Context: an optimization exercise on an open-source flow, tuned for small area, a short achievable clock period and few clock cycles. The choices shown serve that exercise and are no tape-out recipe. Where RTL was checked, it was by simulation tests only, not by an equivalence proof against the original. Power figures rest on the tool's default switching activity, not on a simulated workload.

Design esbf, start of the top module:
module esbf (
    input  wire       clk,
    input  wire       rst,         
    input  wire       in_valid,
    output wire       in_ready,
    input  wire [7:0] in_data,
    input  wire       in_last,
    output wire       out_valid,
    input  wire       out_ready,
    output wire [7:0] out_data,
    output wire       out_last
);
Size: about 1700 cells after synthesis, ~0.018 mm² of cells after synthesis.
==> flow/config.mk <==
export PLATFORM = sky130hd
export DESIGN_NAME = esbf
export DESIGN_NICKNAME = esbf
export VERILOG_FILES = /design/flow/design.v
export SDC_FILE = /design/flow/constraint.sdc
export NUM_CORES = 4
export LEC_CHECK = 0
export CAP_MARGIN = 20
export CORE_MARGIN = 2
export CORE_UTILIZATION = 50
export PLACE_DENSITY = 0.6
export SLEW_MARGIN = 20
==> flow/constraint.sdc <==
create_clock -name core_clock -period 9.0 [get_ports {clk}]
set_input_delay 1.8000 -clock core_clock [delete_from_list [all_inputs] [get_ports {clk}]]
set_output_delay 1.8000 -clock core_clock [all_outputs]
set_load 0.01 [all_outputs]
standard.sh (not shown) runs the stock make flow with config.mk's settings and CLKGATE_MAP_FILE= SYNTH_SCRIPT=/design/flow/synth_recipe.tcl, a recipe that flattens the netlist after the stock synthesis.
==> flow/flow/run.sh <==
#!/bin/bash
set -euo pipefail
bash standard.sh SETUP_SLACK_MARGIN=6.3 "BUFFER_PORTS_ARGS=-buffer_cell sky130_fd_sc_hd__buf_4" finish > standard.log 2>&1
Testbench counts at the start, summed over its fixed seeds: cycles 22,202.
Rerun with:
--- a/flow/design.v
+++ b/flow/design.v
@@ -231,17 +231,22 @@
         end else if (free & ~gidle)
             ri_n = g_ri;
     end
     wire       ie_set = (exe | busy) & ~busy_n;
     wire       ie_n   = (ie & ~(acc & in_last)) | ie_set;
     wire [2:0] ac_n   = exe ? 3'd0 : ((acc & (ac != 3'd7)) ? ac + 3'd1 : ac);
     wire       dsec_n = (opB & (ac_n == 3'd7)) | (opC & (ac_n >= 3'd4));
+    wire [5:0] w_now  = fdone ? wq : 6'd0;
+    wire [6:0] dd     = {1'b0, rp} + 7'd1 - {1'b0, w_now};
+    wire [5:0] dgap   = dd[6] ? dd[5:0] + 6'd37 :
+                        ((dd[5:0] >= 6'd37) ? dd[5:0] - 6'd37 : dd[5:0]);
     reg        gsafe;
     always @(posedge clk)
-        gsafe <= (ri == 4'd2) & (rp <= 6'd32) & ({1'b0, rp} >= {1'b0, dc} + 7'd2);
+        gsafe <= (ri == 4'd2) & (dgap <= 6'd33) &
+                 ({1'b0, dgap} >= {1'b0, dc} + (fdone ? 7'd2 : 7'd5));
     wire       dsafe  = gidle | (rk != K_FRAME) | (ri == 4'd3) | (ri == 4'd4) |
                         ((ri == 4'd2) & gsafe);
     wire       info_a = ~gidle & (rk == K_INFO);
     wire       ir_n   = ie_n & (acc | x0) & ~(dsec_n & ~dsafe) &
                         ~((ac_n != 3'd0) & info_a);
     wire [5:0] p0_n = (sv & s_dat & s_first) ? {4'd0, s_tap} : inc37(p0);
     always @(posedge clk) begin
Via count goes up by 1.6%.
Hold slack loses 0.0056 ns.
Combinational power is higher by 72%.
Worst setup slack degrades by 0.65 ns.
Flip-flop and latch count is unchanged.
Power goes up by 20%.
Cell count climbs by 2.7%.
Wire length came out lower by 3.0%.
Fmax is lower by 18%.
Cell area rises by 4.6%.
Clock power rose by about 8%.
Synthesized cell count came out higher by 2.8%.
Synthesized area came out higher by 1.4%.
Register-to-register slack got worse by 0.91 ns.
Only the layout flow was run in the second run of this note; the RTL was not checked for function there.

Another version of the RTL of esbf (not shown whole).
For scale: about 1800 cells after synthesis.
export LEC_CHECK = 0
export CAP_MARGIN = 20
export CORE_MARGIN = 2
export CORE_UTILIZATION = 65
export CTS_BUF_LIST = sky130_fd_sc_hd__clkbuf_16
export CTS_CLUSTER_DIAMETER = 80
export CTS_CLUSTER_SIZE = 30
export PLACE_DENSITY = 0.75
export SLEW_MARGIN = 20
create_clock -name core_clock -period 9.0 [get_ports {clk}]
==> flow/flow/run.sh <==
#!/bin/bash
set -euo pipefail
bash standard.sh SETUP_SLACK_MARGIN=6.0 "BUFFER_PORTS_ARGS=-buffer_cell sky130_fd_sc_hd__buf_4" finish > standard.log 2>&1
==> next run, changes <==
--- a/flow/design.v
+++ b/flow/design.v
@@ -52,14 +52,12 @@
     reg        held;                     
     reg [1:0]  fstat;
     reg [2:0]  alen_a;
     reg [5:0]  plen_a;
     reg        c2_a;                     
     reg [7:0]  chan_a;
-    reg [7:0]  chan_t;                   
-    reg        c2_t;                     
     reg [15:0] cw;                       
     reg        pre;                      
     reg [15:0] ca;                       
     reg        pren;                     
     reg        cpend;                    
     reg [8*RL-1:0] ring;
@@ -103,16 +101,15 @@
     wire first = dat & ~fdone;
     wire lastd = dat & (((rem_a == 8'd1) & (rem_p == 8'd0)) |
                         ((rem_a == 8'd0) & (rem_p == 8'd1)));
     wire rxh   = opC & (ac >= 3'd4) & ~remnz & (post == 2'd0);
     wire rxl   = opC & (ac >= 3'd4) & ~remnz & (post == 2'd1);
     wire [5:0] nB = {3'd0, alen_a} + plen_a;
-    wire [5:0] nT = rem_a[5:0] + rem_p[5:0];    
     reg  [1:0] w0;
     always @(posedge clk)
-        w0 <= opC ? ~rem_p[1:0] : ((nT == 6'd37) ? 2'd0 : (2'd0 - nT[1:0]));
+        w0 <= opC ? ~alen_a[1:0] : ((nB == 6'd37) ? 2'd0 : (2'd0 - nB[1:0]));
     wire [5:0] wq1 = inc37(wq);
     wire       x0  = ~(dat & fdone) | (wq1[5:2] == 4'd0);
     reg [3:0] dec_op;
     always @(*) begin
         case (in_data)
             8'h01: dec_op = O_INIT;
@@ -251,20 +248,21 @@
             ri_n = g_ri;
     end
     wire       ie_set = (exe | busy) & ~busy_n;
     wire       ie_n   = (ie & ~(acc & in_last)) | ie_set;
     wire [2:0] ac_n   = exe ? 3'd0 : ((acc & (ac != 3'd7)) ? ac + 3'd1 : ac);
     wire       dsec_n = (opB & (ac_n == 3'd7)) | (opC & (ac_n >= 3'd4));
-    wire       info_a = (~gidle & (rk == K_INFO)) | (pv & (pk == K_INFO));
     reg        gsafe;
     always @(posedge clk)
         gsafe <= (ri == 4'd2) & (rp <= 6'd32) & ({1'b0, rp} >= {1'b0, dc} + 7'd2);
-    wire       dsafe  = ~(pv & (pk == K_FRAME)) & ~info_a &
+    wire       dsafe  = ~(pv & (pk == K_FRAME)) &
                         (gidle | (rk != K_FRAME) | (ri == 4'd3) | (ri == 4'd4) |
                          ((ri == 4'd2) & gsafe));
-    wire       ir_n   = ie_n & (acc | x0) & ~(dsec_n & ~dsafe);
+    wire       info_a = (~gidle & (rk == K_INFO)) | (pv & (pk == K_INFO));
+    wire       ir_n   = ie_n & (acc | x0) & ~(dsec_n & ~dsafe) &
+                        ~((ac_n != 3'd0) & info_a);
     wire [5:0] p0_n = (sv & s_dat & s_first) ? {4'd0, s_tap} : inc37(p0);
     always @(posedge clk) begin
         ring <= {ring[8*RL-9:0], ring[8*RL-1 -: 8]};
         if (sv & s_dat) begin
             case (s_tap)
                 2'd0: ring[7:0]   <= sd;
@@ -306,45 +304,47 @@
         if (acc) begin
             case (ac)
                 3'd0: opc <= dec_op;
                 3'd1: begin
                     rem_p <= in_data;
                     rem_a <= 8'd8;               
-                    chan_t <= in_data;
+                    if (opB) chan_a <= in_data;
                 end
                 3'd2: begin
                     if (opC) begin
                         rem_a  <= 8'd11;
+                        alen_a <= rem_p[2:0];
                         aok    <= (rem_p >= 8'd1) & (rem_p <= 8'd5);
                         cok    <= (in_data == 8'd1) | (in_data == 8'd2);
-                        c2_t   <= (in_data == 8'd2);
+                        c2_a   <= (in_data == 8'd2);
+                        plen_a <= 6'd11;
+                        chan_a <= 8'd0;
                     end else begin
                         rem_a  <= in_data;
-                        if (opB)
+                        if (opB) begin
+                            alen_a <= in_data[2:0];
                             aok    <= (in_data >= 8'd1) & (in_data <= 8'd5);
+                        end
                     end
                 end
                 3'd3: if (opB) begin
                     rem_p  <= in_data;
+                    plen_a <= in_data[5:0];
                     pok    <= (in_data <= 8'd32);
                 end
                 3'd6: if (opB) begin
                     cok  <= (in_data == 8'd1) | (in_data == 8'd2);
-                    c2_t <= (in_data == 8'd2);
+                    c2_a <= (in_data == 8'd2);
                 end
                 default: ;
             endcase
             if (dsec & remnz) begin
                 if (rem_a != 8'd0) rem_a <= rem_a - 8'd1;
                 else               rem_p <= rem_p - 8'd1;
             end
             if (dat) fdone <= 1'b1;
-            if (first) begin
-                alen_a <= opC ? rem_p[2:0] : rem_a[2:0];
-                plen_a <= opC ? 6'd11 : rem_p[5:0];
-            end
             if (opC & (ac >= 3'd4) & ~remnz & (post != 2'd2))
                 post <= post + 2'd1;
         end
         if (e_on) begin
             crc_r <= e_r;
             rem_a <= e_left;
@@ -361,14 +361,12 @@
                 O_INIT:  if (ac == 3'd1) crc_r <= 16'hffff;
                 O_LOAD:  if (ac == 3'd3) crc_r <= {rem_p, rem_a};
                 O_BUILD, O_CHECK: if ((opc == O_BUILD) | (ac >= 3'd3)) begin
                     fstat <= x_st[1:0];
                     held  <= (x_kind == K_FRAME);
                     if (x_kind == K_FRAME) begin
-                        c2_a   <= c2_t;
-                        chan_a <= (opc == O_BUILD) ? chan_t : 8'd0;
                         cpend  <= 1'b1;
                         cdefer <= exe_q & (rk == K_FRAME);
                         if (exe_d) pre <= pre_fin;
                     end
                 end
                 default: ;
Effect: Routed wire length goes down by 4.5%. Hold slack degrades by 0.0055 ns. Register-to-register slack is better by 0.12 ns. Design area fell by 3.7%. Sequential share of layout area goes up by 0.69 points. Combinational power fell by 36%. Clock power shrinks by about 10%. Via count came out lower by 3.3%. Core utilization falls by 0.21 points. Area after synthesis shrinks by 3.6%. Synthesized cell count came out lower by 3.7%.
Testbench counts after the change, summed over its fixed seeds: cycles 20,585.
Only the layout flow was run in the first run of this note; the RTL was not checked for function there.

Setup of lagoon:
esbf, a different RTL version from the one above (not shown whole).
Size in the first run: about 1,800 cells after synthesis, ~460 flip-flops, roughly 24 I/O pins.
clock: 9.0 ns
lec_check: 0
cap_margin: 20
core_margin: 2
core_utilization: 65
cts_buf_list: sky130_fd_sc_hd__clkbuf_16
cts_cluster_diameter: 80
cts_cluster_size: 30
place_density: 0.75
slew_margin: 20
==> flow/flow/run.sh <==
#!/bin/bash
set -euo pipefail
bash standard.sh SETUP_SLACK_MARGIN=6.1 "BUFFER_PORTS_ARGS=-buffer_cell sky130_fd_sc_hd__buf_4" finish > standard.log 2>&1
What pepper does differently from lagoon at the input level:
diff --git a/flow/design.v b/flow/design.v
--- a/flow/design.v
+++ b/flow/design.v
@@ -116,24 +116,24 @@
             8'h10: dec_op = O_BUILD;
             8'h11: dec_op = O_CHECK;
             8'h12: dec_op = O_FREAD;
             8'h13: dec_op = O_INFO;
             default: dec_op = O_ILL;
         endcase
     end
     wire [15:0] cwf  = tr ? step1(ca) : ca;
     wire [1:0]  tap_now = first ? w0 : wq[1:0];
     wire [15:0] ca_d = step8((first ? 16'hffff : ca) ^ {in_data, 8'h00});
     wire        pre_fin = (acc & first) ? in_data[7] : pren;
-    wire        xn     = acc & in_last;
-    wire [3:0]  opc_x  = (xn & (ac == 3'd0)) ? dec_op : opc;
+    wire        xn     = acc & in_last & (ac != 3'd0);
+    wire [3:0]  opc_x  = opc;
     wire [2:0]  ac_x   = (xn & (ac != 3'd7)) ? ac + 3'd1 : ac;
     wire        one1   = ((rem_a == 8'd1) & (rem_p == 8'd0)) |
                          ((rem_a == 8'd0) & (rem_p == 8'd1));
     wire        remnz_x = remnz & ~(xn & dsec & one1);
     wire [1:0]  post_x = (xn & opC & (ac >= 3'd4) & ~remnz & (post != 2'd2)) ?
                          post + 2'd1 : post;
     wire        ml_n   = (xn & rxl) ? (in_data == cwf[7:0]) : ml;
     wire        gidle = (ri == 4'd0);
     wire        crcmod = (opc_x == O_INIT) | (opc_x == O_LOAD) | (opc_x == O_UPDB) |
                          (opc_x == O_UPDN);
     wire        frmod  = (opc_x == O_BUILD) | ((opc_x == O_CHECK) & (ac_x >= 3'd3));
@@ -342,23 +342,23 @@
             end
             if (dat) fdone <= 1'b1;
             if (opC & (ac >= 3'd4) & ~remnz & (post != 2'd2))
                 post <= post + 2'd1;
         end
         if (e_on) begin
             crc_r <= e_r;
             rem_a <= e_left;
         end
         busy <= busy_n;
         tr   <= acc & lastd;
-        if (xn & ~exe) pend <= 1'b1;
+        if (acc & in_last & ~exe) pend <= 1'b1;
         if (exe) begin
             pend  <= 1'b0;
             fdone <= 1'b0;
             post  <= 2'd0;
             case (opc_x)
                 O_INIT:  if (ac_x == 3'd1) crc_r <= 16'hffff;
                 O_LOAD:  if (ac_x == 3'd3) crc_r <= {rem_p, (xn ? in_data : rem_a)};
                 O_BUILD, O_CHECK: if ((opc_x == O_BUILD) | (ac_x >= 3'd3)) begin
                     fstat <= x_st[1:0];
                     held  <= (x_kind == K_FRAME);
                     if (x_kind == K_FRAME) begin
==> run notes <==
Changes observed in pepper relative to lagoon: wire length +about 1.8%, area of combinational cells with multiple inputs ~0 delta, total number of vias -149. From lagoon to pepper the numbers moved as follows: logic gate share of total power shrank by 2.1 points; largest stage delay on the critical path shrank by 270 ps; area share of xor/xnor cells in the synthesized design grew by 0.77 points; layout cell share with drive strength beyond 1 shrank by 2.5 points; area growth from synthesis to layout shrank by 2.1 points. Re fraction of synthesized area in multiplexers: lagoon and pepper aren't equal, and the lower value belongs to pepper. Diff lagoon -> pepper: total power of the final layout -0.22 mW; design area -about 1.8%.
No functional check of the RTL was part of any run of this note.

-- re-timing with driven ports --
Ports are ideal in the flow. The routed layouts listed here were re-timed in OpenROAD. Step 1 (the two cells are an assumption about what drives the block):
set clk [get_ports {clk}]
set_driving_cell -lib_cell sky130_fd_sc_hd__clkbuf_16 $clk
set_driving_cell -lib_cell sky130_fd_sc_hd__buf_2 [delete_from_list [all_inputs] $clk]
Step 2 also shifts input and output timing later by t, the mid clock arrival at the registers, as if the neighbouring blocks saw the same clock. Slacks: no drivers / after step 1 / after step 2; pairs: no drivers / after step 1.
run	shift t [ns]	setup WS [ns]	cell pins on the clock port's net
the first run of note 1	0.633	6.032 / 5.976 / 5.750	1
the second run of note 1	0.633	5.385 / 5.385 / 5.385	1
the first run of note 2	0.611	5.997 / 5.979 / 5.532	1
the second run of note 2	0.601	6.056 / 6.005 / 5.640	1
lagoon	0.613	4.235 / 4.184 / 3.571	1
pepper	0.636	4.780 / 4.764 / 4.128	1
After both steps every run listed still meets setup and hold. The setup slack of lagoon, which loses most, moves by -0.051 ns with the drivers and by -0.664 ns with both steps.
